This is an optimization exercise on Yosys and OpenROAD, whose aim is small area, a short achievable clock period and few clock cycles, not a production implementation.
Where RTL was checked, it was by simulation tests only, not by an equivalence proof against the original.
No functional check of the RTL was part of run 2.
Power figures rest on the tool's default switching activity, not on a simulated workload.

`flow/flow/run.sh`:
```
#!/bin/bash
# Layout flow: the standard layout (standard.sh: the standard synthesis,
# floorplan, power grid, placement, clock tree and routing at the design's
# clock period and constraints), with two make settings changed:
#  - the buffer put on every input and output port is buf_1 instead of the
#    flow's default choice;
set -euo pipefail
cd "$(dirname "$0")/.."
bash standard.sh \
  BUFFER_PORTS_ARGS="-buffer_cell sky130_fd_sc_hd__buf_1" \
  SETUP_SLACK_MARGIN=7 \
  finish > standard_flow.log 2>&1
```
`flow/standard.sh`:
```
#!/bin/bash
# synth_recipe.tcl (not shown) runs the flow's synth.tcl, then flattens the netlist and writes it again
# the make line also repeats each setting of config.mk as NAME=value (left out here)
make -C /OpenROAD-flow-scripts/flow DESIGN_CONFIG=/design/flow/config.mk WORK_HOME=/design/flow/orfs CLKGATE_MAP_FILE= SYNTH_SCRIPT=/design/flow/synth_recipe.tcl "${@:-finish}"
```
`flow/config.mk`:
```
export PLATFORM = sky130hd
export DESIGN_NAME = counter_rtc
export DESIGN_NICKNAME = counter_rtc
export VERILOG_FILES = /design/flow/design.v
export SDC_FILE = /design/flow/constraint.sdc
export NUM_CORES = 4
export LEC_CHECK = 0
export CAP_MARGIN = 20
export CORE_MARGIN = 2
export CORE_UTILIZATION = 40
export SETUP_SLACK_MARGIN = 5
export SLEW_MARGIN = 20
```
`flow/constraint.sdc`:
```
create_clock -name core_clock -period 12.0 [get_ports {clk}]
set_input_delay 2.4000 -clock core_clock [delete_from_list [all_inputs] [get_ports {clk}]]
set_output_delay 2.4000 -clock core_clock [all_outputs]
set_load 0.01 [all_outputs]
```
`flow/design.v`:
```
module counter_rtc (
    input  wire        clk,
    input  wire        rst,
    input  wire        in_valid,
    output wire        in_ready,
    input  wire        in_tick,
    input  wire [31:0] in_w0,
    input  wire [31:0] in_w1,
    input  wire [31:0] in_w2,
    input  wire [31:0] in_w3,
    input  wire [31:0] in_w4,
    output wire        out_valid,
    output wire        out_event,
    output wire [31:0] out_w0,
    output wire [31:0] out_w1,
    output wire [31:0] out_w2,
    output wire [31:0] out_w3,
    output wire [31:0] out_w4
);
    localparam [2:0] C_OK       = 3'd0;
    localparam [2:0] C_CONFIG   = 3'd1;
    localparam [2:0] C_INDEX    = 3'd2;
    localparam [2:0] C_NULLCB   = 3'd3;
    localparam [2:0] C_ILLEGAL  = 3'd4;
    localparam [2:0] C_NOTBEGUN = 3'd5;
    function automatic lt46(input [45:0] a, input [45:0] b);
        integer j;
        reg c;
        begin
            c = 1'b0;
            for (j = 0; j < 46; j = j + 1)
                c = (~a[j] & b[j]) | (~a[j] & c) | (b[j] & c);
            lt46 = c;
        end
    endfunction
    reg        begun;
    reg [3:0]  freq_log2;
    reg [45:0] tv;             
    reg [45:0] tv_d;           
    reg [1:0][22:0] ocr;       
    reg [1:0]       ie;
    reg [1:0][45:0] a_tgt;
    reg [1:0][31:0] a_cb, a_ctx;
    reg [1:0]       a_active;
    reg [1:0]       a_zero;    
    reg        p_fire1;        
    reg        p_eval0;        
    reg        p_eval1;        
    reg        p_sa;           
    reg        p_resp;         
    reg        o_valid;
    reg        o_event;
    reg        o_b0;           
    reg        o_b1;           
    reg [2:0]  o_code;
    reg        o_late;
    reg        m_k;            
    reg        o_time;         
    reg [1:0]  o_ev;           
    reg [1:0]  o_ga;           
    wire busy = p_fire1 | p_eval0 | p_eval1 | p_sa | p_resp;
    assign in_ready = !busy;
    wire acc = in_valid && !busy;
    wire [14:0] lm;
    genvar gi;
    generate
        for (gi = 0; gi < 15; gi = gi + 1) begin : g_lm
            assign lm[gi] = freq_log2 < (4'd15 - gi);
        end
    endgenerate
    wire [22:0] bm    = {lm, 8'hFF};
    wire [45:0] lmx   = {31'd0, lm};
    wire [45:0] bmx   = {23'd0, bm};
    wire [22:0] cmask = bm & ~{8'd0, lm};    
    wire [7:0] op   = in_w0[7:0];
    wire [7:0] kf   = in_w0[15:8];
    wire       k    = kf[0];
    wire       k_ok = (kf[7:1] == 7'd0);
    wire z_hi   = (in_w0[31:16] == 16'd0);
    wire z_kf   = (in_w0[15:9] == 7'd0);            
    wire z_mid  = z_kf && !in_w0[8];                 
    wire z_b    = (in_w0[31:25] == 7'd0);
    wire op_1   = (op == 8'h01);
    wire op_2   = (op == 8'h02);
    wire op_34  = (op == 8'h03) || (op == 8'h04);
    wire op_8   = (op == 8'h08);
    wire op_a   = (op == 8'h0A);
    wire op_5_9 = (op == 8'h05) || (op == 8'h06) || (op == 8'h07) ||
                  (op == 8'h08) || (op == 8'h09);
    wire legal  = (op_1 && z_b && z_mid) ||
                  ((op_2 || op_34 || op_a) && z_hi && z_mid) ||
                  (op_5_9 && z_hi);
    wire acc_cmd = acc && !in_tick;
    wire tv_tick = acc && in_tick && begun;
    wire tv_set  = acc_cmd && op_34 && z_hi && z_mid && begun;
    wire [1:0] sa_wr;                                
    assign sa_wr[0] = acc_cmd && op_8 && z_hi && z_kf && !in_w0[8];
    assign sa_wr[1] = acc_cmd && op_8 && z_hi && z_kf &&  in_w0[8];
    wire freq_ok = (in_w1[31:16] == 16'd0) && (in_w1[15:0] != 16'd0) &&
                   ((in_w1[15:0] & (in_w1[15:0] - 16'd1)) == 16'd0);
    reg [3:0] freq_n;
    integer i;
    always @(*) begin
        freq_n = 4'd0;
        for (i = 0; i < 16; i = i + 1)
            if (in_w1[i]) freq_n = freq_n | i[3:0];
    end
    wire [30:0] t_s = in_w1[30:0] + {{14{in_w2[31]}}, in_w2[31:15]};
    wire [45:0] tt  = {t_s, in_w2[14:0]};
    wire        msel     = busy ? m_k : in_w0[8];
    wire [45:0] m_tgt    = msel ? a_tgt[1] : a_tgt[0];
    wire        m_gt     = lt46(tv, m_tgt);                 
    wire        m_blk_eq = (((tv ^ m_tgt) & ~bmx) == 46'd0);
    wire        m_tck_eq = (((tv ^ m_tgt) & ~lmx) == 46'd0);
    wire        m_cmpnz  = ((m_tgt[22:0] & cmask) != 23'd0);
    wire        m_active = msel ? a_active[1] : a_active[0];
    wire s_arm = m_blk_eq && !m_tck_eq && m_gt;     
    wire e_arm  = m_active && m_blk_eq && m_cmpnz;
    wire e_fire = m_active && (m_blk_eq ? !m_cmpnz : !m_gt);
    wire e_late = !m_blk_eq;
    wire [45:0] tvo = tv | lmx;
    reg  [45:0] tv_inc;
    always @(*) begin
        tv_inc[0] = ~tvo[0];
        for (i = 1; i < 46; i = i + 1)
            tv_inc[i] = tvo[i] ^ (&(tvo | ~((46'd1 << i) - 46'd1)));
    end
    wire        ovf    = ((tv[22:0] | ~cmask) == 23'h7FFFFF);
    wire [1:0]  match;
    assign match[0] = (((tv_inc[22:0] ^ ocr[0]) & cmask) == 23'd0);
    assign match[1] = (((tv_inc[22:0] ^ ocr[1]) & cmask) == 23'd0);
    wire [1:0]  cfire = match & ie & a_active;
    assign out_valid = o_valid;
    assign out_event = o_event;
    assign out_w0 = {23'd0, o_late, 1'b0, o_code, 2'b00, o_b1, o_b0};
    assign out_w1 = ({32{o_time}}  & {1'b0, tv_d[45:15]})
                  | ({32{o_ga[0]}} & {1'b0, a_tgt[0][45:15]})
                  | ({32{o_ga[1]}} & {1'b0, a_tgt[1][45:15]})
                  | ({32{o_ev[0]}} & a_cb[0])
                  | ({32{o_ev[1]}} & a_cb[1]);
    assign out_w2 = ({32{o_time}}  & {17'd0, tv_d[14:0]})
                  | ({32{o_ga[0]}} & {17'd0, a_tgt[0][14:0]})
                  | ({32{o_ga[1]}} & {17'd0, a_tgt[1][14:0]})
                  | ({32{o_ev[0]}} & a_ctx[0])
                  | ({32{o_ev[1]}} & a_ctx[1]);
    assign out_w3 = ({32{o_ga[0]}} & a_cb[0])  | ({32{o_ga[1]}} & a_cb[1]);
    assign out_w4 = ({32{o_ga[0]}} & a_ctx[0]) | ({32{o_ga[1]}} & a_ctx[1]);
    always @(posedge clk) begin
        tv_d <= tv;
    end
    always @(posedge clk) begin
        for (i = 0; i < 2; i = i + 1)
            if (sa_wr[i]) begin
                a_tgt[i] <= tt;
                a_cb[i]  <= in_w3;
                a_ctx[i] <= in_w4;
            end
    end
    always @(posedge clk) begin
        o_valid <= 1'b0;
        o_event <= 1'b0;
        o_b0    <= 1'b0;
        o_b1    <= 1'b0;
        o_code  <= C_OK;
        o_late  <= 1'b0;
        o_time  <= 1'b0;
        o_ev    <= 2'b00;
        o_ga    <= 2'b00;
        if (p_fire1) begin
            p_fire1 <= 1'b0;
    begin 
        o_valid <= 1'b1; o_event <= 1'b1; 
        o_b0 <= (1'b1); o_late <= (1'b0); 
        o_ev <= (1'b1) ? 2'b10 : 2'b01; 
    end
        end else if (p_eval0 | p_eval1) begin
            p_eval0 <= 1'b0;
            p_eval1 <= p_eval0;
            m_k     <= 1'b1;
            if (e_arm) begin
                ocr[msel] <= m_tgt[22:0];
                ie[msel]  <= 1'b1;
            end
            if (e_fire) begin
                ie[msel]       <= 1'b0;
                a_active[msel] <= 1'b0;
    begin 
        o_valid <= 1'b1; o_event <= 1'b1; 
        o_b0 <= (msel); o_late <= (e_late); 
        o_ev <= (msel) ? 2'b10 : 2'b01; 
    end
            end
        end else if (p_sa) begin
            p_sa <= 1'b0;
            if (s_arm) begin
                a_active[m_k] <= 1'b1;
                ocr[m_k]      <= m_tgt[22:0];
                ie[m_k]       <= 1'b1;
    begin 
        o_valid <= 1'b1; o_event <= 1'b0; 
        o_b0 <= (1'b1); o_b1 <= (1'b0); o_code <= (C_OK); 
    end
            end else if (m_gt) begin
                a_active[m_k] <= 1'b1;
    begin 
        o_valid <= 1'b1; o_event <= 1'b0; 
        o_b0 <= (1'b1); o_b1 <= (1'b0); o_code <= (C_OK); 
    end
            end else begin
                a_active[m_k] <= 1'b0;
                ie[m_k]       <= 1'b0;
    begin 
        o_valid <= 1'b1; o_event <= 1'b1; 
        o_b0 <= (m_k); o_late <= (1'b1); 
        o_ev <= (m_k) ? 2'b10 : 2'b01; 
    end
                p_resp <= 1'b1;
            end
        end else if (p_resp) begin
            p_resp <= 1'b0;
    begin 
        o_valid <= 1'b1; o_event <= 1'b0; 
        o_b0 <= (1'b1); o_b1 <= (1'b0); o_code <= (C_OK); 
    end
        end else begin
        if (acc && in_tick) begin
            if (begun) begin
                if (match[0] && ie[0]) ie[0] <= 1'b0;
                if (match[1] && ie[1]) ie[1] <= 1'b0;
                if (cfire[0]) a_active[0] <= 1'b0;
                if (cfire[1]) a_active[1] <= 1'b0;
                if (cfire[0])
    begin 
        o_valid <= 1'b1; o_event <= 1'b1; 
        o_b0 <= (1'b0); o_late <= (1'b0); 
        o_ev <= (1'b0) ? 2'b10 : 2'b01; 
    end
                else if (cfire[1])
    begin 
        o_valid <= 1'b1; o_event <= 1'b1; 
        o_b0 <= (1'b1); o_late <= (1'b0); 
        o_ev <= (1'b1) ? 2'b10 : 2'b01; 
    end
                p_fire1 <= cfire[0] && cfire[1];
                p_eval0 <= ovf;
                if (ovf) m_k <= 1'b0;
            end
        end else if (acc) begin
            m_k <= k;
            if (!legal || op_a) begin
    begin 
        o_valid <= 1'b1; o_event <= 1'b0; 
        o_b0 <= (1'b0); o_b1 <= (1'b0); o_code <= (C_ILLEGAL); 
    end
            end else if (op == 8'h01) begin
                if (!freq_ok) begin
    begin 
        o_valid <= 1'b1; o_event <= 1'b0; 
        o_b0 <= (1'b0); o_b1 <= (1'b0); o_code <= (C_CONFIG); 
    end
                end else begin
                    freq_log2 <= freq_n;
                    ie        <= 2'b00;
                    a_active  <= 2'b00;
                    a_zero    <= 2'b11;
                    begun     <= 1'b1;
    begin 
        o_valid <= 1'b1; o_event <= 1'b0; 
        o_b0 <= (1'b1); o_b1 <= (1'b0); o_code <= (C_OK); 
    end
                end
            end else if (!begun) begin
    begin 
        o_valid <= 1'b1; o_event <= 1'b0; 
        o_b0 <= (1'b0); o_b1 <= (1'b0); o_code <= (C_NOTBEGUN); 
    end
            end else begin
                case (op)
                8'h02: begin  
    begin 
        o_valid <= 1'b1; o_event <= 1'b0; 
        o_b0 <= (1'b1); o_b1 <= (1'b0); o_code <= (C_OK); 
    end
                    o_time <= 1'b1;
                end
                8'h03, 8'h04: begin  
    begin 
        o_valid <= 1'b1; o_event <= 1'b0; 
        o_b0 <= (1'b1); o_b1 <= (1'b0); o_code <= (C_OK); 
    end
                    o_time <= op[2];
                end
                default: begin  
                    if (!k_ok) begin
    begin 
        o_valid <= 1'b1; o_event <= 1'b0; 
        o_b0 <= (1'b0); o_b1 <= (1'b0); o_code <= (C_INDEX); 
    end
                    end else begin
                        case (op)
                        8'h05:  
    begin 
        o_valid <= 1'b1; o_event <= 1'b0; 
        o_b0 <= (a_active[k]); o_b1 <= (1'b0); o_code <= (C_OK); 
    end
                        8'h06: begin  
    begin 
        o_valid <= 1'b1; o_event <= 1'b0; 
        o_b0 <= (m_active && !m_gt); o_b1 <= (1'b0); o_code <= (C_OK); 
    end
                        end
                        8'h07: begin  
    begin 
        o_valid <= 1'b1; o_event <= 1'b0; 
        o_b0 <= (1'b1); o_b1 <= (a_active[k]); o_code <= (C_OK); 
    end
                            if (!a_zero[k]) o_ga <= k ? 2'b10 : 2'b01;
                        end
                        8'h09: begin  
                            ie[k]       <= 1'b0;
                            a_active[k] <= 1'b0;
                            a_zero[k]   <= 1'b1;
    begin 
        o_valid <= 1'b1; o_event <= 1'b0; 
        o_b0 <= (1'b1); o_b1 <= (1'b0); o_code <= (C_OK); 
    end
                        end
                        default: begin  
                            if (in_w3 == 32'd0) begin
                                ie[k]       <= 1'b0;
                                a_active[k] <= 1'b0;
                                a_zero[k]   <= 1'b1;
    begin 
        o_valid <= 1'b1; o_event <= 1'b0; 
        o_b0 <= (1'b0); o_b1 <= (1'b0); o_code <= (C_NULLCB); 
    end
                            end else begin
                                a_zero[k] <= 1'b0;
                                p_sa      <= 1'b1;
                            end
                        end
                        endcase
                    end
                end
                endcase
            end
        end
        end
        if (acc_cmd && op_1 && z_b && z_mid && freq_ok)
            tv <= 46'd0;
        else if (tv_set)
            tv <= tt & ~lmx;
        else if (tv_tick)
            tv <= tv_inc;
        if (rst) begin
            begun   <= 1'b0;
            p_fire1 <= 1'b0;
            p_eval0 <= 1'b0;
            p_eval1 <= 1'b0;
            p_sa    <= 1'b0;
            p_resp  <= 1'b0;
            o_valid <= 1'b0;
        end
    end
endmodule
```
==> results of run 1 <==
==> worst register-to-register path, cell delays in order (launching register included) <==
cell and delay [ns]:
edfxtp_1 0.32, buf_4 0.55, inv_1 0.45, a21oi_2 0.21, buf_4 0.41, nor2_4 0.10
buf_4 0.20, o22ai_2 0.22, ha_1 0.26, nor4_4 0.07, a31oi_1 0.21, a31oi_1 0.11
o311a_1 0.32, a211oi_2 0.22, o211ai_1 0.11, o211ai_1 0.25, buf_4 0.18, and4_4 0.23
a21oi_4 0.05, buf_6 0.13, nor3_4 0.19, buf_6 0.18, buf_16 0.15
==> report_power, final <==
part | switching (W) | leakage [nW] | internal (W) | total [W]
combinational | 0.000161 | 5.50 | 0.0000960 | 0.000257
clock | 0.000585 | 0.727 | 0.000818 | 0.00140
sequential | 0.000000110 | 3.42 | 0.00144 | 0.00144
total | 0.000746 | 9.65 | 0.00236 | 0.00310
==> final timing paths <==
| path | startpoint | endpoint | slack [ns] | cells after the start |
|---|---|---|---|---|
| worst min register to register | tv[37] | tv_d[37] | 0.38 | 0 |
| worst min-delay path | tv[37] | tv_d[37] | 0.38 | 0 |
| worst max-delay path | in_w0[8] | flip-flop | 5.93 | 23 |
| worst max register to register | m_k | flip-flop | 6.62 | 22 |
==> layer usage <==
layer	wire length, um	share of wire	up-vias	global-route usage
met1	37600	0.41	10400	0.412
li1	-	-	9296	-
met4	4430	0.048	0	0.139
met3	7730	0.084	203	0.0493
met2	42000	0.46	1097	0.487
met5	0	0	-	0
==> through the flow <==
step                total power (W)  setup WS, ns  instances  hold WS (ns)
finish                      0.00310          5.93       3336         0.376
global route                0.00319          5.79       3336         0.397
CTS                         0.00311          5.94       3311         0.377
detailed placement          0.00169          3.49       3186         0.368
global placement            0.00168          3.64       3185         0.364
floorplan                   0.00161          5.43       2257         0.326
==> cell usage after synthesis (8+ instances only) <==
| cell type | n | share of area |
|---|---|---|
| a222oi_1 | 47 | 0.021 |
| nor4_1 | 32 | 0.0089 |
| nand4_1 | 28 | 0.0078 |
| or4_1 | 12 | 0.0040 |
| nor2_1 | 165 | 0.027 |
| a21oi_1 | 114 | 0.025 |
| mux2i_1 | 23 | 0.010 |
| o2111ai_1 | 14 | 0.0054 |
| and4_1 | 10 | 0.0039 |
| o32ai_1 | 8 | 0.0031 |
| o211ai_1 | 36 | 0.012 |
| or2_2 | 12 | 0.0033 |
| nand2_1 | 166 | 0.028 |
| nand2b_1 | 13 | 0.0036 |
| o221ai_1 | 11 | 0.0043 |
| xnor2_1 | 65 | 0.025 |
| ha_1 | 85 | 0.047 |
| a31oi_1 | 16 | 0.0044 |
| a21o_1 | 18 | 0.0060 |
| xor2_1 | 26 | 0.010 |
| a221oi_1 | 15 | 0.0058 |
| nor3_1 | 58 | 0.013 |
| o31ai_1 | 11 | 0.0037 |
| o21ai_0 | 101 | 0.022 |
| dfxtp_1 | 111 | 0.099 |
| edfxtp_1 | 277 | 0.37 |
| o22ai_1 | 22 | 0.0061 |
| o21a_1 | 14 | 0.0047 |
| inv_1 | 92 | 0.015 |
| mux2_2 | 13 | 0.0065 |
| a22oi_1 | 53 | 0.018 |
| clkbuf_1 | 106 | 0.018 |
| a22o_1 | 105 | 0.041 |
| a211oi_1 | 37 | 0.012 |
| buf_1 | 10 | 0.0017 |
| nand3_1 | 69 | 0.015 |
| a2111oi_0 | 12 | 0.0047 |
| and3_1 | 20 | 0.0056 |
| buf_4 | 31 | 0.010 |
| or3_1 | 15 | 0.0042 |
| buf_2 | 11 | 0.0024 |
| a32oi_1 | 9 | 0.0035 |
==> timing repair <==
| item | CTS | global route |
|---|---|---|
| setup endpoints to repair | 357 | 219 |
| buffers inserted | 37 | 25 |
| resized for setup | 107 | 72 |
| gates cloned | 9 | 0 |
| pin swaps | 36 | 44 |
==> layout by cell type (no fill, tap or decap), drive strengths merged, types with 47 or more instances in the layout <==
cell / instances
inv: 95
dfxtp: 111
a21oi: 118
a22o: 105
clkbuf: 59
nand2: 168
xnor2: 65
nor2: 166
a22oi: 53
a222oi: 47
ha: 85
buf: 405
nand3: 69
nor3: 62
o21ai: 106
edfxtp: 277
==> cell type report <==
type / count / area [sq um]
fill: 5121 / 27900
multi-input combinational: 1617 / 11800
sequential: 388 / 10600
timing repair buffer: 409 / 2340
clock buffer: 57 / 1260
tap: 748 / 936
inverter: 95 / 362
clock inverter: 22 / 241
==> cell families after synthesis <==
kind of cell	after synthesis	synth area share
adders and majority gates	89	0.0494
buffers and inverters	255	0.0489
AOI/OAI and AO/OA	720	0.235
other	1	0.000166
and+or+nand+nor	649	0.143
DFF	388	0.468
xor gates and xnor gates	94	0.0384
muxes	36	0.0167
==> flow_summary_export.csv, run 1 <==
group,metric,value,unit
run_status,outcome,"no timing/DRC/antenna violations",
yosys,netlist_instances,2232,
final_layout,final_area,27500,sq um
worst_setup_path,path_buf_inv,7,
die,ios,327,
power_and_ir_drop,vdd_drop_max,0.0898,mV
die,fp.dieH,241,um
yosys,synth_enable_flop_cells,277,
yosys,seq_area_frac_synth,0.468,
die,chipWidth,241,um
final_layout,area_growth,22.1,%
final_layout,drive_above_1_share,0.136,
worst_setup_path,crit_family,"compound AO/OA/AOI/OAI gates",
yosys,synth-main-ff-cell,"edfxtp_1",
global_route,grt_max_degree,77,
timing,finalSetupViolations,0,
placement,gp_congestion,0.989,
global_route,grt_pass1_vias,19800,
die,core_area,55400,sq um
detailed_routing,routedWlPerCell,27.5,um
worst_setup_path,crit_required,12.29,ns
worst_setup_path,path_class,"input pin to flip-flop",
placement,dpl_cell_area,24400,sq um
global_route,antenna_found_initial,2,
detailed_routing,drc,0,
worst_setup_path,end_kind,"flip-flop",
yosys,synthArstFlopShare,0,
clock_tree,clk_transition_reported_paths,0.07,ns
clock_tree,numCtsBuffers,43,
detailed_routing,viasPerCell,6.30,
timing,hold_viol,0,
min_path,hold_class,"flip-flop to flip-flop",
final_layout,diodes,0,
timing,relSlewSlack,0.337,
detailed_routing,ant_nets,0,
power_and_ir_drop,p_leak,9.65,nW
detailed_routing,detail_route.iter0.violations,2309,
global_route,grt_pass1_wl,131000,um
timing,rsz0062_at_grt,"true",
detailed_routing,num_vias,21000,
detailed_routing,firstDrtPassIters,7,
timing,drv_slew,0,
detailed_routing,drt-total-wl,91700,um
final_layout,utilization,0.496,
final_layout,final_nets,2804,
yosys,yosys.cell_types.count,95,
global_route,grt_overflow,0,
timing,worst_slew_pin_slew,0.985,ns
clock_tree,clkSinkCount,388,
clock_tree,cts_hold_buffers,0,
global_route,grt_usage,0.307,
worst_setup_path,path_cells,"buf_8 -> buf_12 -> nor3b_4 -> buf_12 -> nand2_8 -> nand2_8 -> mux2i_4 -> inv_1 -> ha_2 -> or4b_4 -> o221ai_2 -> o21ai_1 -> a21oi_2 -> o41ai_1 -> a211o_1 -> a211oi_2 -> o211ai_1 -> buf_4 -> buf_6 -> buf_6 -> a21oi_4 -> a211oi_4 -> nor4b_2",
clock_tree,clkLatencyLatePin,0.60,ns
worst_setup_path,cp_slowest_cell,"or4b_4",
die,start_util,0.406,
timing,period_needed,6.07,ns
clock_tree,cts_tree,"built",
timing,finalSetupTns,0,ns
timing,finalClockSkew,0.0396,ns
worst_setup_path,cp-start-kind,"input pin",
timing,period_share,0.506,
job,maxCapViolCount,0,
placement,dp_hpwl,64600,um
yosys,synth_seq_cells,388,
worst_setup_path,crit_fanout,3,
die,std_cell_rows,86,
die,fp.dieArea,58200,sq um
timing,fmax,0.165,GHz
placement,port_buffers,300,
worst_setup_path,cp.arrival,6.36,ns
yosys,avgSynthCellArea,10.1,sq um
yosys,yosys_warnings,1,
yosys,syn_area,22500,sq um
power_and_ir_drop,power_density,113,nW/um^2
worst_setup_path,max_stage_delay,0.57,ns
clock_tree,htreeDepth,2,
clock_tree,cts_root_buffer,"clkbuf_16",
clock_tree,clockBufferDepth,3,
Testbench counts, summed over its fixed seeds: cycles 17,324.
==> inputs of run 2 (changes only) <==
--- a/flow/design.v
+++ b/flow/design.v
@@ -47,6 +47,7 @@
     reg        p_eval0;        
     reg        p_eval1;        
     reg        p_sa;           
+    reg        p_isx;          
     reg        p_resp;         
     reg        o_valid;
     reg        o_event;
@@ -58,9 +59,6 @@
     reg        o_time;         
     reg [1:0]  o_ev;           
     reg [1:0]  o_ga;           
-    wire busy = p_fire1 | p_eval0 | p_eval1 | p_sa | p_resp;
-    assign in_ready = !busy;
-    wire acc = in_valid && !busy;
     wire [14:0] lm;
     genvar gi;
     generate
@@ -107,7 +105,7 @@
     end
     wire [30:0] t_s = in_w1[30:0] + {{14{in_w2[31]}}, in_w2[31:15]};
     wire [45:0] tt  = {t_s, in_w2[14:0]};
-    wire        msel     = busy ? m_k : in_w0[8];
+    wire        msel     = m_k;
     wire [45:0] m_tgt    = msel ? a_tgt[1] : a_tgt[0];
     wire        m_gt     = lt46(tv, m_tgt);                 
     wire        m_blk_eq = (((tv ^ m_tgt) & ~bmx) == 46'd0);
@@ -115,6 +113,9 @@
     wire        m_cmpnz  = ((m_tgt[22:0] & cmask) != 23'd0);
     wire        m_active = msel ? a_active[1] : a_active[0];
     wire s_arm = m_blk_eq && !m_tck_eq && m_gt;     
+    wire busy = p_fire1 | p_eval0 | p_eval1 | p_sa | p_isx | p_resp;
+    assign in_ready = !busy;
+    wire acc = in_valid && !busy;
     wire e_arm  = m_active && m_blk_eq && m_cmpnz;
     wire e_fire = m_active && (m_blk_eq ? !m_cmpnz : !m_gt);
     wire e_late = !m_blk_eq;
@@ -216,6 +217,12 @@
     end
                 p_resp <= 1'b1;
             end
+        end else if (p_isx) begin
+            p_isx <= 1'b0;
+    begin 
+        o_valid <= 1'b1; o_event <= 1'b0; 
+        o_b0 <= (m_active && !m_gt); o_b1 <= (1'b0); o_code <= (C_OK); 
+    end
         end else if (p_resp) begin
             p_resp <= 1'b0;
     begin 
@@ -304,10 +311,7 @@
         o_b0 <= (a_active[k]); o_b1 <= (1'b0); o_code <= (C_OK); 
     end
                         8'h06: begin  
-    begin 
-        o_valid <= 1'b1; o_event <= 1'b0; 
-        o_b0 <= (m_active && !m_gt); o_b1 <= (1'b0); o_code <= (C_OK); 
-    end
+                            p_isx <= 1'b1;
                         end
                         8'h07: begin  
     begin 
@@ -358,6 +362,7 @@
             p_eval0 <= 1'b0;
             p_eval1 <= 1'b0;
             p_sa    <= 1'b0;
+            p_isx   <= 1'b0;
             p_resp  <= 1'b0;
             o_valid <= 1'b0;
         end
==> run 2 against run 1 <==
  * Still clean on timing, DRC and antenna
  * Synthesized cell count down 8.2%
  * Sequential share of layout area grew 2.7 points
  * Core utilization down 1.6 points
  * Hold slack worse by 0.018 ns
  * Via count shrank 9.3%
  * Non-clock buffer count down 51
  * Critical path depth decreased by 13
  * Clock skew shrank 0.017 ns
  * Maximum frequency up 22%
  * Wire length is 8.7% lower
  * Critical path type unchanged
  * Largest cell class is now registers
==> flow_summary_export.csv, run 2 <==
group,metric,value,unit
power_and_ir_drop,pwr-share-clk,0.460,
clock_tree,cts_tree,"built",
detailed_routing,drc,0,
global_route,met3_usage,0.0446,
yosys,avgSynthCellArea,10.6,sq um
final_layout,area_growth,19.0,%
final_layout,drive_above_1_share,0.114,
power_and_ir_drop,vdd_drop_max,0.0861,mV
final_layout,final_nets,2603,
yosys,synth_seq_cells,389,
min_path,hold_class,"flip-flop to flip-flop",
worst_setup_path,cp.arrival,5.26,ns
clock_tree,numCtsBuffers,43,
detailed_routing,routedWlPerCell,27.2,um
yosys,synthArstFlopShare,0,
global_route,grt_max_degree,70,
yosys,syn_area,21700,sq um
die,fp.dieArea,56000,sq um
final_layout,final_common_cell,"buf_1",
global_route,grt_pass1_vias,18500,
yosys,seq_area_frac_synth,0.488,
worst_setup_path,path_class,"input pin to flip-flop",
yosys,synth_enable_flop_cells,277,
final_layout,finalNonFillerCells,3084,
die,chipWidth,237,um
timing,finalClockSkew,0.0227,ns
power_and_ir_drop,p_leak,9.03,nW
global_route,grt_overflow,0,
power_and_ir_drop,pwr-share-comb,0.071,
clock_tree,htreeDepth,2,
yosys,yosysMostFrequentCell,"edfxtp_1",
clock_tree,clkLatencyLatePin,0.59,ns
clock_tree,clk_transition_reported_paths,0.06,ns
timing,fmax,0.201,GHz
detailed_routing,detail_route.iter0.violations,2023,
final_layout,multi_input_area,10500,sq um
timing,period_share,0.415,
yosys,yosys_warnings,1,
detailed_routing,drt-total-wl,83800,um
final_layout,final.fill_count,5019,
detailed_routing,firstDrtPassIters,7,
worst_setup_path,crit_required,12.29,ns
worst_setup_path,reg2reg_slack,7.16,ns
detailed_routing,viasPerCell,6.18,
die,std_cell_rows,85,
timing,worst_slew_pin_slew,0.973,ns
timing,finalSetupTns,0,ns
detailed_routing,num_vias,19100,
global_route,grt_usage,0.287,
timing,finalSetupViolations,0,
clock_tree,cts_root_buffer,"clkbuf_16",
power_and_ir_drop,power_density,120,nW/um^2
timing,period_needed,4.98,ns
timing,rsz0062_at_grt,"true",
yosys,netlist_instances,2048,
die,ios,327,
final_layout,final_cell_mix,"buf_1, edfxtp_1, nand2_1",
clock_tree,clockBufferDepth,3,
detailed_routing,ant_nets,0,
global_route,top_usage_layer,"met2",
yosys,yosysTopAreaCell,"edfxtp_1",
die,start_util,0.403,
yosys,netlist.area_leader.share,0.384,
global_route,grt_pass1_wl,121000,um
worst_setup_path,crit_fanout,3,
timing,hold_viol,0,
yosys,yosys.cell_types.count,103,
global_route,grt_use_met2,0.462,
timing,drv_slew,0,
run_status,outcome,"no timing/DRC/antenna violations",
power_and_ir_drop,p_switching,0.000718,W
die,core_area,53700,sq um
die,fp.dieH,237,um
power_and_ir_drop,swShare,0.233,
worst_setup_path,end_kind,"flip-flop",
yosys,synth-main-ff-cell,"edfxtp_1",
global_route,antenna_found_initial,3,
yosys,yosys-top-cells-count,"edfxtp_1, nand2_1, nor2_1, dfxtp_1, inv_1",
placement,port_buffers,300,
final_layout,final-seq-area,10600,sq um
power_and_ir_drop,internal_power,0.00237,W
power_and_ir_drop,seq_power_share,0.469,
timing,relSlewSlack,0.349,
worst_setup_path,cp-start-kind,"input pin",
final_layout,diodes,0,
placement,gp_congestion,0.999,
job,maxCapViolCount,0,
placement,place_inst,2969,
global_route,use_met1,0.402,
yosys,synth_area_leaders,"edfxtp_1, dfxtp_1, ha_1",
clock_tree,clkSinkCount,389,
placement,dp_hpwl,60700,um
==> run 2: changes by cell type after synthesis, sizes merged, moves of 12 or more <==
cell	previous run	this run
a21oi	118	90
a22o	105	84
buf	54	66
clkbuf	106	58
inv	92	110
mux2	13	29
nand3	69	40
nor2	165	140
o211ai	37	12
o21ai	106	88
==> run 2: final timing paths <==
| path | from | to | cells past startpoint |
|---|---|---|---|
| hold reg to reg | tv[43] | tv_d[43] | 0 |
| hold / removal | tv[43] | tv_d[43] | 0 |
| setup / recovery | in_w0[17] | flip-flop | 10 |
| setup reg to reg | m_k | flip-flop | 15 |
==> run 2: logic make-up (layout without fill, tap and decap cells) <==
kind of cell               after synthesis  in the layout  share of synthesized area
AOI/OAI and AO/OA                      605            605                      0.209
xor gates and xnor gates                92             92                     0.0391
adders and majority gates               87             87                     0.0505
buffers and inverters                  236            550                     0.0499
DFF                                    389            389                      0.488
muxes                                   53             53                     0.0264
other                                    1             26                   0.000173
and+or+nand+nor                        585            586                      0.137
==> run 2: final cells by class <==
type	count	area share
inverters	112	0.0165
well taps	696	0.0338
clock inverters	23	0.0109
repair buffers	358	0.0729
flip-flops and latches	389	0.410
multi-input cells	1449	0.407
clock buffers	57	0.0482
==> run 2: power groups by stage <==
| stage | Combinational [W] | Sequential [W] | Clock (W) |
|---|---|---|---|
| global placement | 0.000196 | 0.00147 | 0 |
| global route | 0.000236 | 0.00144 | 0.00149 |
| detailed placement | 0.000199 | 0.00147 | 0 |
| CTS | 0.000209 | 0.00145 | 0.00143 |
| finish | 0.000220 | 0.00145 | 0.00142 |
| floorplan | 0.000121 | 0.00148 | 0 |
==> run 2: stage by stage <==
step | power, W | worst slack [ns] | utilization | area [sq um] | hold WS [ns]
floorplan | 0.00160 | 5.49 | - | 21800 | 0.329
global placement | 0.00167 | 5.32 | 0.434 | 23300 | 0.351
detailed placement | 0.00167 | 5.30 | 0.434 | 23300 | 0.351
CTS | 0.00309 | 6.99 | 0.473 | 25400 | 0.360
global route | 0.00317 | 6.96 | 0.480 | 25800 | 0.367
finish | 0.00308 | 7.02 | 0.480 | 25800 | 0.358
==> run 2: routing by layer <==
layer,part of all wire,vias to the layer above
met5,0.00016,-
met4,0.031,2
met3,0.079,132
met2,0.46,942
met1,0.43,9462
li1,-,8527
==> run 2: critical path, cell delays in order <==
cell     delay [ns]
buf_1          0.10
or4_1          0.52
or4_1          0.41
or4_4          0.45
a211o_1        0.28
o32ai_4        0.14
and2_4         0.19
a31oi_1        0.13
or4_4          0.48
nor3b_2        0.17
==> run 2: timing repair <==
| action | in CTS | in global routing |
|---|---|---|
| endpoints found under the hold margin | 0 | 0 |
| hold buffers | 0 | 0 |
| endpoints found under the setup margin | 376 | 151 |
| cloned | 5 | 3 |
| resized for setup | 58 | 45 |
| buffers inserted | 18 | 9 |
| pin swaps | 13 | 13 |
==> inputs of run 3 (changes only) <==
--- a/flow/design.v
+++ b/flow/design.v
@@ -59,6 +59,9 @@
     reg        o_time;         
     reg [1:0]  o_ev;           
     reg [1:0]  o_ga;           
+    wire busy = p_fire1 | p_eval0 | p_eval1 | p_sa | p_isx | p_resp;
+    assign in_ready = !busy;
+    wire acc = in_valid && !busy;
     wire [14:0] lm;
     genvar gi;
     generate
@@ -113,9 +116,6 @@
     wire        m_cmpnz  = ((m_tgt[22:0] & cmask) != 23'd0);
     wire        m_active = msel ? a_active[1] : a_active[0];
     wire s_arm = m_blk_eq && !m_tck_eq && m_gt;     
-    wire busy = p_fire1 | p_eval0 | p_eval1 | p_sa | p_isx | p_resp;
-    assign in_ready = !busy;
-    wire acc = in_valid && !busy;
     wire e_arm  = m_active && m_blk_eq && m_cmpnz;
     wire e_fire = m_active && (m_blk_eq ? !m_cmpnz : !m_gt);
     wire e_late = !m_blk_eq;
==> run 3 against run 2 <==
  * Clock power decreased by 4%
  * Cell area decreased by 2.9%
  * Largest cell class unchanged
  * Flip-flop and latch count stayed put
  * Clock skew up 0.0050 ns
  * Combinational power barely moved
  * Power down 1.6%
  * Via count down 0.41%
  * Wire length shrank 3.9%
  * Synthesized area decreased by 0.58%
  * Hold slack better by 0.044 ns
  * Die area is 0.57% lower
==> flow_summary_export.csv, run 3 <==
group,metric,value,unit
detailed_routing,detail_route.iter0.violations,2073,
yosys,netlist.area_leader.share,0.386,
global_route,grt_max_degree,74,
clock_tree,cts_hold_buffers,0,
run_status,outcome,"no timing/DRC/antenna violations",
yosys,synthAdderAreaFrac,0.0508,
worst_setup_path,cp-start-kind,"flip-flop",
detailed_routing,ant_nets,0,
yosys,synth_compound_area_frac,0.206,
global_route,grt_pass1_vias,18000,
die,core_area,53500,sq um
power_and_ir_drop,p_switching,0.000713,W
clock_tree,clkLatencyLatePin,0.60,ns
placement,gp_congestion,1.01,
power_and_ir_drop,seq_power_share,0.476,
yosys,synth_enable_flop_cells,277,
yosys,yosysMostFrequentCell,"edfxtp_1",
power_and_ir_drop,pwr-share-comb,0.071,
die,ios,327,
yosys,seq_area_frac_synth,0.491,
placement,dp_hpwl,58500,um
clock_tree,clk_transition_reported_paths,0.07,ns
yosys,synth_top_family_by_area,"compound AO/OA/AOI/OAI gates",
yosys,synthArstFlopShare,0,
detailed_routing,viasPerCell,6.20,
yosys,yosysTopAreaCell,"edfxtp_1",
yosys,synthMuxAreaShare,0.0284,
final_layout,diodes,0,
die,chipWidth,236,um
yosys,yosys_warnings,1,
placement,port_buffers,300,
worst_setup_path,path_class,"flip-flop to output port",
final_layout,final.fill_count,5161,
clock_tree,clkSinkCount,389,
yosys,synth-main-ff-cell,"edfxtp_1",
detailed_routing,m1WireLength,35900,um
yosys,synth_seq_cells,389,
detailed_routing,drt-total-wl,80600,um
clock_tree,numCtsBuffers,41,
timing,finalSetupTns,0,ns
global_route,antenna_found_initial,3,
yosys,netlist_instances,2061,
worst_setup_path,crit_fanout,64,
detailed_routing,drc,0,
timing,finalClockSkew,0.0276,ns
yosys,avgSynthCellArea,10.4,sq um
global_route,grt_usage,0.279,
worst_setup_path,end_kind,"output port",
global_route,grt_pass1_wl,117000,um
power_and_ir_drop,internal_power,0.00232,W
die,fp.dieH,236,um
power_and_ir_drop,p_leak,8.83,nW
min_path,hold_class,"flip-flop to flip-flop",
detailed_routing,routedWlPerCell,26.3,um
clock_tree,htreeDepth,2,
clock_tree,clockBufferDepth,3,
yosys,syn_area,21500,sq um
timing,hold_viol,0,
power_and_ir_drop,pwr-share-clk,0.453,
worst_setup_path,cp.arrival,2.55,ns
worst_setup_path,crit_required,9.60,ns
power_and_ir_drop,vdd_drop_max,0.0853,mV
timing,rsz0062_at_grt,"true",
detailed_routing,highest_layer,"met4",
placement,dpl_worst_slack,6.16,ns
min_path,whs_path_depth,0,
yosys,yosys-top-cells-count,"edfxtp_1, nor2_1, nand2_1, a21oi_1, dfxtp_1",
detailed_routing,dr_wl_met3,7690,um
global_route,grt_overflow,0,
timing,period_needed,4.95,ns
timing,drv_slew,0,
yosys,synth-simple-area-share,0.141,
yosys,synth_area_leaders,"edfxtp_1, dfxtp_1, ha_1",
timing,hold_ws,0.402,ns
clock_tree,cts_root_buffer,"clkbuf_16",
die,std_cell_rows,85,
timing,finalSetupViolations,0,
timing,fmax,0.202,GHz
yosys,yosys.cell_types.count,101,
detailed_routing,num_vias,19000,
yosys,synth_xor_area_frac,0.0373,
final_layout,area_growth,16.3,%
final_layout,final_common_cell,"buf_1",
detailed_routing,firstDrtPassIters,8,
die,start_util,0.402,
die,fp.dieArea,55700,sq um
final_layout,final_cell_mix,"buf_1, edfxtp_1, nor2_1",
timing,setup_ws,7.05,ns
clock_tree,cts_tree,"built",
power_and_ir_drop,swShare,0.235,
final_layout,drive_above_1_share,0.0904,
timing,relSlewSlack,0.260,
timing,period_share,0.412,
power_and_ir_drop,power_density,121,nW/um^2
worst_setup_path,rr_worst_depth,13,
final_layout,final_nets,2583,
detailed_routing,dr_wl_met2,34800,um
job,maxCapViolCount,0,
timing,worst_slew_pin_slew,1.11,ns
## run 3: kinds of logic after synthesis
kind of cell               count (synthesis)
AOI/OAI and AO/OA                        611
xor gates and xnor gates                  87
adders and majority gates                 87
buffers and inverters                    224
DFF                                      389
muxes                                     57
other                                      1
and+or+nand+nor                          605
## run 3: routing by layer
metal	track usage	vias to the layer above
met4	0.0760	0
met1	0.402	9436
met3	0.0624	123
met5	0	-
met2	0.420	943
li1	-	8484
## run 3: critical path, stage by stage, from the launching register on
cell and delay, ns:
dfxtp_2 0.32, buf_8 0.18, a222oi_1 1.05, nand2_1 0.10, clkbuf_2 0.21
## run 3: metrics by stage
step | area [sq um] | util | instances | power (W)
after floorplan | 21700 | - | 2086 | 0.00160
after detailed placement | 23300 | 0.435 | 2974 | 0.00168
after global placement | 23300 | 0.435 | 2974 | 0.00168
after global routing | 25000 | 0.468 | 3062 | 0.00312
final | 25000 | 0.468 | 3062 | 0.00304
after CTS | 24800 | 0.464 | 3056 | 0.00305
## run 3: cell type report
type,instances,area [sq um],share of cell area
Sequential cell,389,10600,0.422
Timing Repair Buffer,339,1500,0.0601
Clock buffer,58,1210,0.0485
Clock inverter,18,251,0.0101
Tap cell,696,871,0.0348
Multi-Input combinational cell,1473,10300,0.411
Inverter,89,334,0.0134
## run 3: worst paths after layout
check        slack [ns]    start        end
max reg2reg        7.24      m_k  flip-flop
max                7.05  o_ev[0]  out_w1[5]
min                0.40    tv[1]    tv_d[1]
min reg2reg        0.40    tv[1]    tv_d[1]
## run 3: power by group through the flow
stage          registers [W]  logic (W)  clock network, W
6_report             0.00145   0.000217           0.00137
2_1_floorplan        0.00148   0.000127                 0
3_3_place_gp         0.00147   0.000202                 0
5_1_grt              0.00144   0.000236           0.00144
3_5_place_dp         0.00147   0.000206                 0
4_1_cts              0.00145   0.000208           0.00139
## run 3: what timing repair did
| item | CTS | global route |
|---|---|---|
| gates resized for setup | 12 | 35 |
| setup buffers | 6 | 6 |
| pin swaps | 3 | 5 |
| endpoints found under the setup margin | 251 | 226 |
Testbench counts of run 3, summed over its fixed seeds: cycles 17,727.
==> inputs of run 4 (changes only) <==
--- a/flow/design.v
+++ b/flow/design.v
@@ -175,9 +175,12 @@
         o_ev <= (1'b1) ? 2'b10 : 2'b01; 
     end
         end else if (p_eval0 | p_eval1) begin
-            p_eval0 <= 1'b0;
-            p_eval1 <= p_eval0;
-            m_k     <= 1'b1;
+            if (m_k) begin
+                p_eval1 <= 1'b0;
+            end else begin
+                p_eval0 <= 1'b0;
+                m_k     <= 1'b1;
+            end
             if (e_arm) begin
                 ocr[msel] <= m_tgt[22:0];
                 ie[msel]  <= 1'b1;
@@ -249,8 +252,9 @@
         o_ev <= (1'b1) ? 2'b10 : 2'b01; 
     end
                 p_fire1 <= cfire[0] && cfire[1];
-                p_eval0 <= ovf;
-                if (ovf) m_k <= 1'b0;
+                p_eval0 <= ovf && a_active[0] && !cfire[0];
+                p_eval1 <= ovf && a_active[1] && !cfire[1];
+                if (ovf) m_k <= !(a_active[0] && !cfire[0]);
             end
         end else if (acc) begin
             m_k <= k;
@@ -311,7 +315,13 @@
         o_b0 <= (a_active[k]); o_b1 <= (1'b0); o_code <= (C_OK); 
     end
                         8'h06: begin  
-                            p_isx <= 1'b1;
+                            if (a_active[k])
+                                p_isx <= 1'b1;
+                            else
+    begin 
+        o_valid <= 1'b1; o_event <= 1'b0; 
+        o_b0 <= (1'b0); o_b1 <= (1'b0); o_code <= (C_OK); 
+    end
                         end
                         8'h07: begin  
     begin 
--- a/flow/config.mk
+++ b/flow/config.mk
@@ -8,5 +8,7 @@
 export CAP_MARGIN = 20
 export CORE_MARGIN = 2
 export CORE_UTILIZATION = 40
+export CTS_CLUSTER_DIAMETER = 60
+export CTS_CLUSTER_SIZE = 30
 export SETUP_SLACK_MARGIN = 5
 export SLEW_MARGIN = 20
==> run 4 against run 3 <==
  * Combinational power fell by 6%
  * Critical path depth grew 12
  * Synthesized area is 0.33% lower
  * Final cell count decreased by 0.62%
  * Critical path type is now flip-flop to flip-flop
  * Sequential share of layout area fell by 0.19 points
  * Clock-buffer cell count shrank 19
  * Flip-flop and latch count unchanged
  * Non-clock buffer count increased by 13
  * Highest routed layer unchanged
  * Setup slack gained 0.024 ns
  * Cell area rose by 0.46%
  * Wire length rose by 2.3%
  * Power down 4.2%
==> flow_summary_export.csv, run 4 <==
group,metric,value,unit
run_status,outcome,"no timing/DRC/antenna violations",
yosys,synth_seq_cells,389,
clock_tree,clkSinkCount,389,
detailed_routing,detail_route.iter0.violations,2016,
final_layout,area_growth,17.2,%
worst_setup_path,reg2reg_slack,7.08,ns
worst_setup_path,end_kind,"flip-flop",
clock_tree,cts_tree,"built",
yosys,synthArstFlopShare,0,
clock_tree,clkLatencyLatePin,0.59,ns
timing,finalSetupViolations,0,
timing,hold_viol,0,
die,std_cell_rows,84,
final_layout,diodes,0,
clock_tree,htreeDepth,2,
yosys,yosys.cell_types.count,94,
final_layout,final_cell_mix,"buf_1, edfxtp_1, nand2_1",
global_route,grt_pass1_wl,120000,um
die,chipWidth,236,um
worst_setup_path,cp.arrival,5.17,ns
die,core_area,52800,sq um
worst_setup_path,crit_required,12.25,ns
die,start_util,0.407,
detailed_routing,drc,0,
detailed_routing,ant_nets,0,
worst_setup_path,rr_worst_depth,16,
yosys,synth_area_leaders,"edfxtp_1, dfxtp_1, ha_1",
timing,drv_slew,0,
final_layout,drive_above_1_share,0.0994,
final_layout,final_common_cell,"buf_1",
global_route,grt_max_degree,67,
worst_setup_path,crit_fanout,6,
yosys,yosys_warnings,1,
worst_setup_path,rr_startpoint,"freq_log2[2]",
timing,period_needed,4.92,ns
timing,fmax,0.203,GHz
detailed_routing,num_vias,18800,
final_layout,final_nets,2578,
power_and_ir_drop,power_density,116,nW/um^2
timing,period_share,0.410,
global_route,antenna_found_initial,2,
timing,rsz0062_at_grt,"true",
worst_setup_path,startpoint,"freq_log2[2]",
clock_tree,numCtsBuffers,36,
worst_setup_path,path_class,"flip-flop to flip-flop",
power_and_ir_drop,p_leak,8.87,nW
placement,dp_hpwl,59800,um
placement,port_buffers,300,
clock_tree,clk_transition_reported_paths,0.08,ns
power_and_ir_drop,vdd_drop_max,0.0903,mV
clock_tree,cts_root_buffer,"clkbuf_16",
yosys,synth-main-ff-cell,"edfxtp_1",
die,ios,327,
global_route,grt_overflow,0,
die,fp.dieArea,55500,sq um
yosys,seq_area_frac_synth,0.492,
worst_setup_path,cp-start-kind,"flip-flop",
timing,relSlewSlack,0.370,
placement,place_inst,2952,
yosys,synth_enable_flop_cells,277,
detailed_routing,routedWlPerCell,27.1,um
detailed_routing,viasPerCell,6.18,
global_route,grt_usage,0.287,
yosys,yosys-top-cells-count,"edfxtp_1, nand2_1, nor2_1, dfxtp_1, a21oi_1",
yosys,avgSynthCellArea,10.5,sq um
yosys,syn_area,21500,sq um
yosys,yosysTopAreaCell,"edfxtp_1",
yosys,netlist.area_leader.share,0.388,
timing,finalClockSkew,0.0395,ns
yosys,netlist_instances,2050,
die,fp.dieH,236,um
timing,worst_slew_pin_slew,0.945,ns
detailed_routing,drt-total-wl,82400,um
placement,gp_congestion,1.00,
clock_tree,clockBufferDepth,3,
min_path,hold_class,"flip-flop to flip-flop",
clock_tree,cts_hold_buffers,0,
job,maxCapViolCount,0,
yosys,yosysMostFrequentCell,"edfxtp_1",
final_layout,finalNonFillerCells,3043,
detailed_routing,firstDrtPassIters,12,
timing,finalSetupTns,0,ns
global_route,grt_pass1_vias,18300,
## run 4: cell types whose count changed after synthesis, sizes merged, moves of 7 or more
cell / change
mux2: -10
o2111ai: +8
a2111oi: +7
nor2: -26
or4: -8
nand3: -7
a32oi: +7
nand2: +17
and2: +7
inv: +12
o22ai: -9
nand4: -8
## run 4: cell families (layout without fill, tap and decap cells)
logic type                 count (synthesis)  count (layout)  synth area share
AOI/OAI and AO/OA                        607             607             0.208
and+or+nand+nor                          583             583             0.134
DFF                                      389             389             0.492
buffers and inverters                    237             517            0.0476
xor gates and xnor gates                  93              93            0.0412
adders and majority gates                 87              87            0.0510
muxes                                     53              53            0.0267
other                                      1              26          0.000175
## run 4: worst max-delay path, cell delays in order (launching register included)
cell and delay, ns:
edfxtp_1 0.49, inv_1 0.20, ha_2 0.31, nand2b_1 0.11, o221ai_2 0.31, or3_4 0.23, inv_6 0.05, ha_4 0.17
xnor2_2 0.18, xor2_1 0.17, o32ai_1 0.09, a211o_1 0.34, a311o_1 0.30, a2111o_1 0.35, or4_4 0.52, or4b_4 0.57
a211oi_2 0.23
## run 4: final cells by class
| class | count | area, sq um |
|---|---|---|
| clock buffer | 39 | 922 |
| clock inverter | 26 | 389 |
| fill | 4986 | 27600 |
| inverter | 100 | 392 |
| multi-input combinational | 1449 | 10400 |
| sequential | 389 | 10600 |
| tap | 688 | 861 |
| timing repair buffer | 352 | 1640 |
## run 4: stage by stage
stage          utilization  power, W  worst slack [ns]  area, sq um  hold slack [ns]
4_1_cts              0.470   0.00292              6.94        24800            0.363
2_1_floorplan            -   0.00159              6.29        21600            0.326
6_report             0.476   0.00291              7.08        25100            0.365
5_1_grt              0.476   0.00299              6.90        25100            0.365
3_3_place_gp         0.439   0.00166              6.10        23200            0.345
3_5_place_dp         0.439   0.00167              5.95        23200            0.351
## run 4: worst min path at each step
stage | to | slack (ns) | depth (start not counted) | start
global route | tv_d[23] | 0.37 | 0 | tv[23]
global placement | tv_d[23] | 0.35 | 0 | tv[23]
finish | tv_d[23] | 0.37 | 0 | tv[23]
floorplan | tv_d[6] | 0.33 | 0 | tv[6]
CTS | tv_d[23] | 0.36 | 0 | tv[23]
detailed placement | tv_d[23] | 0.35 | 0 | tv[23]
## run 4: report_power, final
part / internal [W] / switching (W)
logic: 0.0000691 / 0.000135
registers: 0.00144 / 0.000000271
clock network: 0.000621 / 0.000640
total: 0.00213 / 0.000775
## run 4: repair_timing
action | 4_1_cts | 5_1_grt
resized for setup | 35 | 53
buffers inserted | 14 | 11
hold endpoints to repair | 0 | 0
cloned | 1 | 0
setup endpoints to repair | 144 | 201
pin swaps | 5 | 12
## run 4: routing by layer
layer,global-route usage,share of wire,vias up
met5,0,0,-
met4,0.111,0.038,0
met3,0.0504,0.082,158
met2,0.454,0.46,895
met1,0.394,0.42,9304
li1,-,-,8456
Testbench counts of run 4, summed over its fixed seeds: cycles 17,325.

## separate check: timing with driven ports
How much do the figures lean on ideal ports? The routed layouts below were timed once more, with nothing changed but the port constraints. Step 1 sets driving cells, clkbuf_16 on the clock port and buf_2 on the other inputs (assumed; they add their load-dependent delay and slew). Step 2 also shifts input and output timing later by t, the mid clock arrival at the registers, as if the neighbouring blocks saw the same clock. a / b / c = ideal / step 1 / step 2; a / b = the first two.
run | t (ns) | setup slack, ns | hold WS [ns] | worst slew at a driven data input, ns | pins driven straight from the clock port
run 1 | 0.643 | 5.927 / 5.937 / 5.294 | 0.376 / 0.376 / 0.376 | 0.07 | 1
run 2 | 0.637 | 7.022 / 7.035 / 6.422 | 0.358 / 0.358 / 0.358 | 0.12 | 1
run 3 | 0.641 | 7.052 / 6.994 / 6.463 | 0.402 / 0.402 / 0.402 | 0.07 | 1
run 4 | 0.631 | 7.076 / 7.055 / 6.559 | 0.365 / 0.365 / 0.365 | 0.09 | 1
After both steps setup and hold are still met in every run listed. For run 1, which loses most, drivers alone change the setup slack by +0.010 ns; drivers and shift together by -0.633 ns.
